This design comes from an exercise in tuning for small area, a short achievable clock period and few clock cycles on the open sky130 flow, not from production work.
Only simulation tests tie the RTL to the original design; equivalence was not proved.
No activity file was given, so power comes from the tool's default toggle rates.

==> flow/design.v (excerpt) <==
module epb (
    input  wire        clk,
    input  wire        rst,           
    input  wire        host_we,
    input  wire [4:0]  host_waddr,
    input  wire [31:0] host_wdata,
    input  wire [4:0]  host_raddr,
    output reg  [31:0] host_rdata,
    output wire        host_ready,    
    output wire        host_halted,   
    output wire        dev_req,
    output reg         dev_we,
    output wire [11:0] dev_addr,
    output reg  [15:0] dev_wdata,
    input  wire        dev_ack,
    input  wire [15:0] dev_rdata
);
clock: 8.0 ns
lec_check: 0
cap_margin: 20
core_margin: 2
core_utilization: 40
slew_margin: 20
run.sh (not shown) runs the stock make flow with config.mk's settings and CLKGATE_MAP_FILE= SYNTH_SCRIPT=/design/flow/synth_recipe.tcl, a recipe that flattens the netlist after the stock synthesis.
Testbench counts at the start, summed over its fixed seeds: cycles 21,343.
Rerun with:
SETUP_SLACK_MARGIN = 4   (was not set)
Outcome: The new run went through all stages and came out clean. Flip-flop and latch count does not change. Core utilization is higher by 5.2 points. Worst setup slack is better by 1400 ps. Wire length rose by a little under a tenth. Final area climbs by roughly a tenth. Cell count grows by a few percent. First-iteration DRC count barely changes. Non-clock buffer count rises by 200.
Rerun with:
CORE_UTILIZATION = 60   (was 40)
SETUP_SLACK_MARGIN = 3   (was 4)
Hold slack improves by 3.5 ps.
Routed wire length goes up by 3.6%.
Final cell count went down by 11%.
Sequential power stays flat.
Synthesized area does not change.
Via count came out higher by 2.6%.
Sequential cell count stays the same.
Total power goes down by 1.9%.
Clock power drops by about 3%.
Setup slack is better by 12 ps.

---

Setup of run 1:
epb, a different RTL version from the one above (not shown whole).
Size: roughly 2400 cells after synthesis, about 710 flip-flops, about 130 I/O pins, roughly 30000 µm² of cells after synthesis.
==> flow/config.mk <==
export PLATFORM = sky130hd
export DESIGN_NAME = epb
export DESIGN_NICKNAME = epb
export VERILOG_FILES = /design/flow/design.v
export SDC_FILE = /design/flow/constraint.sdc
export NUM_CORES = 4
export LEC_CHECK = 0
export CAP_MARGIN = 20
export CORE_MARGIN = 2
export CORE_UTILIZATION = 60
export CTS_CLUSTER_DIAMETER = 100
export CTS_CLUSTER_SIZE = 24
export SETUP_SLACK_MARGIN = 3
export SLEW_MARGIN = 20
export SYNTH_HIERARCHICAL = 1
export TNS_END_PERCENT = 30
==> flow/constraint.sdc <==
create_clock -name core_clock -period 8.0 [get_ports {clk}]
set_input_delay 1.6000 -clock core_clock [delete_from_list [all_inputs] [get_ports {clk}]]
set_output_delay 1.6000 -clock core_clock [all_outputs]
set_load 0.01 [all_outputs]
standard.sh (not shown) runs the stock make flow with config.mk's settings and CLKGATE_MAP_FILE= SYNTH_SCRIPT=/design/flow/synth_recipe.tcl, a recipe that flattens the netlist after the stock synthesis.
==> flow/flow/run.sh <==
#!/bin/bash
# Standard layout, with the ports buffered by buf_2 cells instead of the
# smallest-footprint buffer that buffer_ports picks by default.
set -euo pipefail
export BUFFER_PORTS_ARGS="-buffer_cell sky130_fd_sc_hd__buf_2"
bash standard.sh > standard_flow.log 2>&1
Testbench counts of run 1, summed over its fixed seeds: cycles 21,343.
Input-level comparison between run 2 and run 1:
# run 1
export LEC_CHECK = 0
export CAP_MARGIN = 20
export CORE_MARGIN = 2
export CORE_UTILIZATION = 60
export CTS_CLUSTER_DIAMETER = 100
export CTS_CLUSTER_SIZE = 24
export SETUP_SLACK_MARGIN = 3
export SLEW_MARGIN = 20
export SYNTH_HIERARCHICAL = 1
export TNS_END_PERCENT = 30
create_clock -name core_clock -period 8.0 [get_ports {clk}]
# run 2
export LEC_CHECK = 0
export CAP_MARGIN = 20
export CORE_MARGIN = 2
export CORE_UTILIZATION = 60
export CTS_CLUSTER_DIAMETER = 100
export CTS_CLUSTER_SIZE = 24
export SETUP_SLACK_MARGIN = 3
export SLEW_MARGIN = 20
export SYNTH_HIERARCHICAL = 1
create_clock -name core_clock -period 8.0 [get_ports {clk}]
==> run notes <==
The setup slack of run 2 is larger than that of run 1. Looking at total length of routed wires, run 2 sits about 1% below run 1. Run 1 ended with every stage complete and zero timing, DRC or antenna violations. The flow did not stop early for run 2: all stages ran, and the layout cleared the timing, DRC and antenna checks. In the final reports, the cell area of run 2 is smaller than that of run 1. Between run 1 and run 2, the met1 layer usage reported by global route figures differ only marginally. The estimated power of run 2 ends up lower than the estimate for run 1. Run 2 vs run 1 on clock-buffer cell count: run 2 is the lower one.
diff inputs: run 2 => run 3
# run 2
export LEC_CHECK = 0
export CAP_MARGIN = 20
export CORE_MARGIN = 2
export CORE_UTILIZATION = 60
export CTS_CLUSTER_DIAMETER = 100
export CTS_CLUSTER_SIZE = 24
export SETUP_SLACK_MARGIN = 3
export SLEW_MARGIN = 20
export SYNTH_HIERARCHICAL = 1
create_clock -name core_clock -period 8.0 [get_ports {clk}]
# run 3
export LEC_CHECK = 0
export CAP_MARGIN = 20
export CORE_MARGIN = 2
export CORE_UTILIZATION = 66
export CTS_CLUSTER_DIAMETER = 100
export CTS_CLUSTER_SIZE = 24
export SETUP_SLACK_MARGIN = 3.2
export SLEW_MARGIN = 20
export SYNTH_HIERARCHICAL = 1
create_clock -name core_clock -period 8.0 [get_ports {clk}]
[summary]
- Run 2 → run 3: final critical delay including setup and external delays higher; area overhead of the layout relative to synthesis higher; source-to-sink clock delay at the later pin of the worst-skew pair roughly the same; cell count lower; highest clock frequency the design can meet lower.
- Between run 2 and run 3, the final cell utilization of the core is lower for run 2.
- In run 3 relative to run 2, peak ir drop on the vdd network had gone up by more than a quarter.
- Run 3 did not stop at any stage, and its layout met the timing, DRC and antenna checks.
- Diff run 3..run 2 | number of buffers inserted for hold repair after clock tree synthesis | unchanged
- Looking at fraction of the cycle the final worst path needs, run 3 sits 1.2 points higher than run 2 does.
Modified inputs, run 4 compared to run 3
# run 3
export LEC_CHECK = 0
export CAP_MARGIN = 20
export CORE_MARGIN = 2
export CORE_UTILIZATION = 66
export CTS_CLUSTER_DIAMETER = 100
export CTS_CLUSTER_SIZE = 24
export SETUP_SLACK_MARGIN = 3.2
export SLEW_MARGIN = 20
export SYNTH_HIERARCHICAL = 1
create_clock -name core_clock -period 8.0 [get_ports {clk}]
# run 4
export LEC_CHECK = 0
export CAP_MARGIN = 20
export CORE_MARGIN = 2
export CORE_UTILIZATION = 60
export CTS_CLUSTER_DIAMETER = 100
export CTS_CLUSTER_SIZE = 24
export SETUP_SLACK_MARGIN = 3
export SLEW_MARGIN = 20
export SYNTH_HIERARCHICAL = 1
export TNS_END_PERCENT = 10
create_clock -name core_clock -period 8.0 [get_ports {clk}]
## What came out
Die size: run 4 exceeds run 3. Diff run 3 -> run 4: cell area after layout decreased about 2%, post-placement cell area increased 140 µm², met1 usage in global routing decreased 3.2 points, layout multi-input combinational cell count essentially unchanged, leakage power total decreased 2.3%. Taking run 3 as the reference, in run 4 overall power barely changed; post-layout worst setup margin dropped 0.22 ns; critical path depth climbed 2; total detailed-routing wirelength dropped about 2.5%.
Here is what was changed in the inputs of run 5 compared with run 4.
# run 4
export LEC_CHECK = 0
export CAP_MARGIN = 20
export CORE_MARGIN = 2
export CORE_UTILIZATION = 60
export CTS_CLUSTER_DIAMETER = 100
export CTS_CLUSTER_SIZE = 24
export SETUP_SLACK_MARGIN = 3
export SLEW_MARGIN = 20
export SYNTH_HIERARCHICAL = 1
export TNS_END_PERCENT = 10
create_clock -name core_clock -period 8.0 [get_ports {clk}]
# run 5
export LEC_CHECK = 0
export CAP_MARGIN = 20
export CORE_MARGIN = 2
export CORE_UTILIZATION = 55
export CTS_CLUSTER_DIAMETER = 100
export CTS_CLUSTER_SIZE = 24
export SETUP_SLACK_MARGIN = 3
export SLEW_MARGIN = 20
export SYNTH_HIERARCHICAL = 1
create_clock -name core_clock -period 8.0 [get_ports {clk}]
[summary]
Run 5 finished every stage and its layout cleared the timing, DRC and antenna checks.
A capture point of the worst path of host_rdata[9] is what run 5 shows, while host_rdata[1] belongs to run 4.
As far as basic-gate share of the synthesized area counting and, or, nand and nor cells is concerned, run 4 and run 5 perform about the same.
Area of placed instances: run 4 vs run 5 — no meaningful difference
Changes observed in run 5 relative to run 4: sequential cell area has remained practically unchanged; final standard cell utilization of the core fell 5.6 points; leakage dissipation ~0 delta.
From run 4 to run 5 the numbers moved as follows: overall global routing resource usage -3.0 points, pin count of the biggest net entering global routing down about 2.3%.

---

== exp/zinc ==
epb, a different RTL version from the one above (not shown whole).
Size in the first run: about 130 I/O pins, about 30000 um2 of cells after synthesis.
Settings: LEC_CHECK=0, CAP_MARGIN=20, CORE_MARGIN=2, CORE_UTILIZATION=60, CTS_CLUSTER_DIAMETER=100, CTS_CLUSTER_SIZE=24, SETUP_SLACK_MARGIN=3, SLEW_MARGIN=20; clock period 8.0 ns.
Scripts as last shown in full above: flow/flow/run.sh
Testbench counts of exp/zinc, summed over its fixed seeds: cycles 21,343.
Modified inputs, exp/delta compared to exp/zinc
- CTS_CLUSTER_SIZE no longer set, was 24
- CTS_CLUSTER_DIAMETER no longer set, was 100
- SETUP_SLACK_MARGIN now 5, was 3
==> flow/run.sh (new file) <==
#!/bin/bash
# synth_recipe.tcl (not shown) runs the flow's synth.tcl, then flattens the netlist and writes it again
# the make line also repeats each setting of config.mk as NAME=value (left out here)
make -C /OpenROAD-flow-scripts/flow DESIGN_CONFIG=/design/flow/config.mk WORK_HOME=/design/flow/orfs CLKGATE_MAP_FILE= SYNTH_SCRIPT=/design/flow/synth_recipe.tcl finish
removed: flow/flow/run.sh
removed: flow/standard.sh
==> run notes <==
All of exp/zinc and exp/delta finish clean.
Comparing fraction of area in registers for exp/zinc and exp/delta, the smaller number came from exp/delta.
Higher depth of the worst register-to-register path goes to exp/delta over exp/zinc.
Share of the core filled with cells is higher on exp/delta
First-pass GRT wire length delta for exp/delta relative to exp/zinc: 22000 um higher
Summary of the comparison: post-route fraction of the period consumed by the critical path is higher in exp/delta, relative to exp/zinc.
Against exp/zinc, exp/delta comes in 4.8 points higher on global-route track usage on met1.
| final-layout worst hold slack | exp/zinc vs exp/delta | ≈ equal |
Comparing exp/zinc and exp/delta, the lower worst path buffer plus inverter count was measured on exp/delta.
Compared with exp/zinc, power dissipated by switching net loads in exp/delta increased by more than a quarter.
Looking only at total wire length after detailed routing, and setting everything else aside, the higher value of exp/zinc and exp/delta goes to exp/delta.
When exp/delta is measured against exp/zinc, its combinational cell fraction of total power turns out 0.4 points higher.
What exp/maple does differently from exp/delta at the input level:
- a change of SETUP_SLACK_MARGIN from 5 to 2.7
### Flow results
Looking at the reports, exp/maple completed the entire flow and the layout it produced met the timing, DRC and antenna checks.
From exp/delta to exp/maple the numbers moved as follows: worst setup slack decreased 0.078 ns; final-layout fill cell count increased 937; final routed wire length divided by cell count decreased about 12%; power share of the combinational group decreased 1.9 points; mux contribution to synthesized area essentially unchanged.
diff inputs: exp/maple => exp/willow
- putting CTS_CLUSTER_SIZE at 24 where nothing was set
- putting CTS_CLUSTER_DIAMETER at 100 where nothing was set
- swapping 2.7 for 3 in SETUP_SLACK_MARGIN
- exp/willow ended with every stage complete and zero timing, DRC or antenna violations.
- From exp/maple to exp/willow the numbers moved as follows: post-layout total power went down about 17%, wire length of the first global-routing pass now larger, share of total power in the clock network went down by 12 points, peak per-stage delay on the critical path dropped 0.12 ns.
- Worst setup path endpoint = host_rdata[8]: exp/willow; worst setup path endpoint = host_rdata[26]: exp/maple
- exp/maple ended up with met5 as its uppermost signal routing layer after detailed routing; exp/willow ended up with met4.
- exp/willow against exp/maple; detail-routed net length per standard cell is up by a few percent.
- Share of the cycle needed by the critical path after routing, exp/maple and exp/willow: larger value in exp/maple

separate check: timing with driven ports:
The flow's constraints put no driver on any port. The routed layouts listed below were extracted and timed again, unchanged, in two steps.
Step 1 (the two cells are an assumption about what drives the block):
set clk [get_ports {clk}]
set_driving_cell -lib_cell sky130_fd_sc_hd__clkbuf_16 $clk
set_driving_cell -lib_cell sky130_fd_sc_hd__buf_2 [delete_from_list [all_inputs] $clk]
Step 2 also shifts input and output timing later by t, the mid clock arrival at the registers, as if the neighbouring blocks saw the same clock.
Three values: ideal, step 1, step 2; two values: the first two.
| run | shift t [ns] | setup slack, ns | hold WS [ns] | clock arrival spread, ns |
|---|---|---|---|---|
| the first run of note 1 | 0.683 | 1.195 / 1.161 / 1.161 | 0.440 / 0.440 / 0.440 | 0.038 / 0.037 |
| the second run of note 1 | 0.681 | 2.559 / 2.468 / 2.468 | 0.441 / 0.441 / 0.441 | 0.034 / 0.034 |
| the third run of note 1 | 0.686 | 2.571 / 2.496 / 2.407 | 0.444 / 0.444 / 0.444 | 0.024 / 0.024 |
| run 1 | 0.663 | 2.900 / 2.872 / 2.823 | 0.449 / 0.449 / 0.449 | 0.023 / 0.023 |
| run 2 | 0.662 | 2.974 / 2.939 / 2.800 | 0.453 / 0.453 / 0.453 | 0.028 / 0.028 |
| run 3 | 0.651 | 2.876 / 2.822 / 2.822 | 0.444 / 0.444 / 0.444 | 0.028 / 0.028 |
| run 4 | 0.665 | 2.654 / 2.628 / 2.628 | 0.446 / 0.446 / 0.446 | 0.023 / 0.023 |
| run 5 | 0.652 | 2.901 / 2.855 / 2.787 | 0.441 / 0.441 / 0.441 | 0.050 / 0.050 |
| exp/zinc | 0.659 | 2.753 / 2.687 / 2.547 | 0.444 / 0.444 / 0.444 | 0.022 / 0.022 |
| exp/delta | 0.705 | 2.648 / 2.533 / 2.533 | 0.443 / 0.443 / 0.443 | 0.038 / 0.038 |
| exp/maple | 0.687 | 2.570 / 2.508 / 2.503 | 0.434 / 0.434 / 0.434 | 0.029 / 0.028 |
| exp/willow | 0.667 | 2.647 / 2.601 / 2.504 | 0.455 / 0.455 / 0.455 | 0.038 / 0.038 |
After both steps setup and hold are still met in every run listed. For exp/zinc, which loses most, drivers alone change the setup slack by -0.066 ns; drivers and shift together by -0.206 ns.
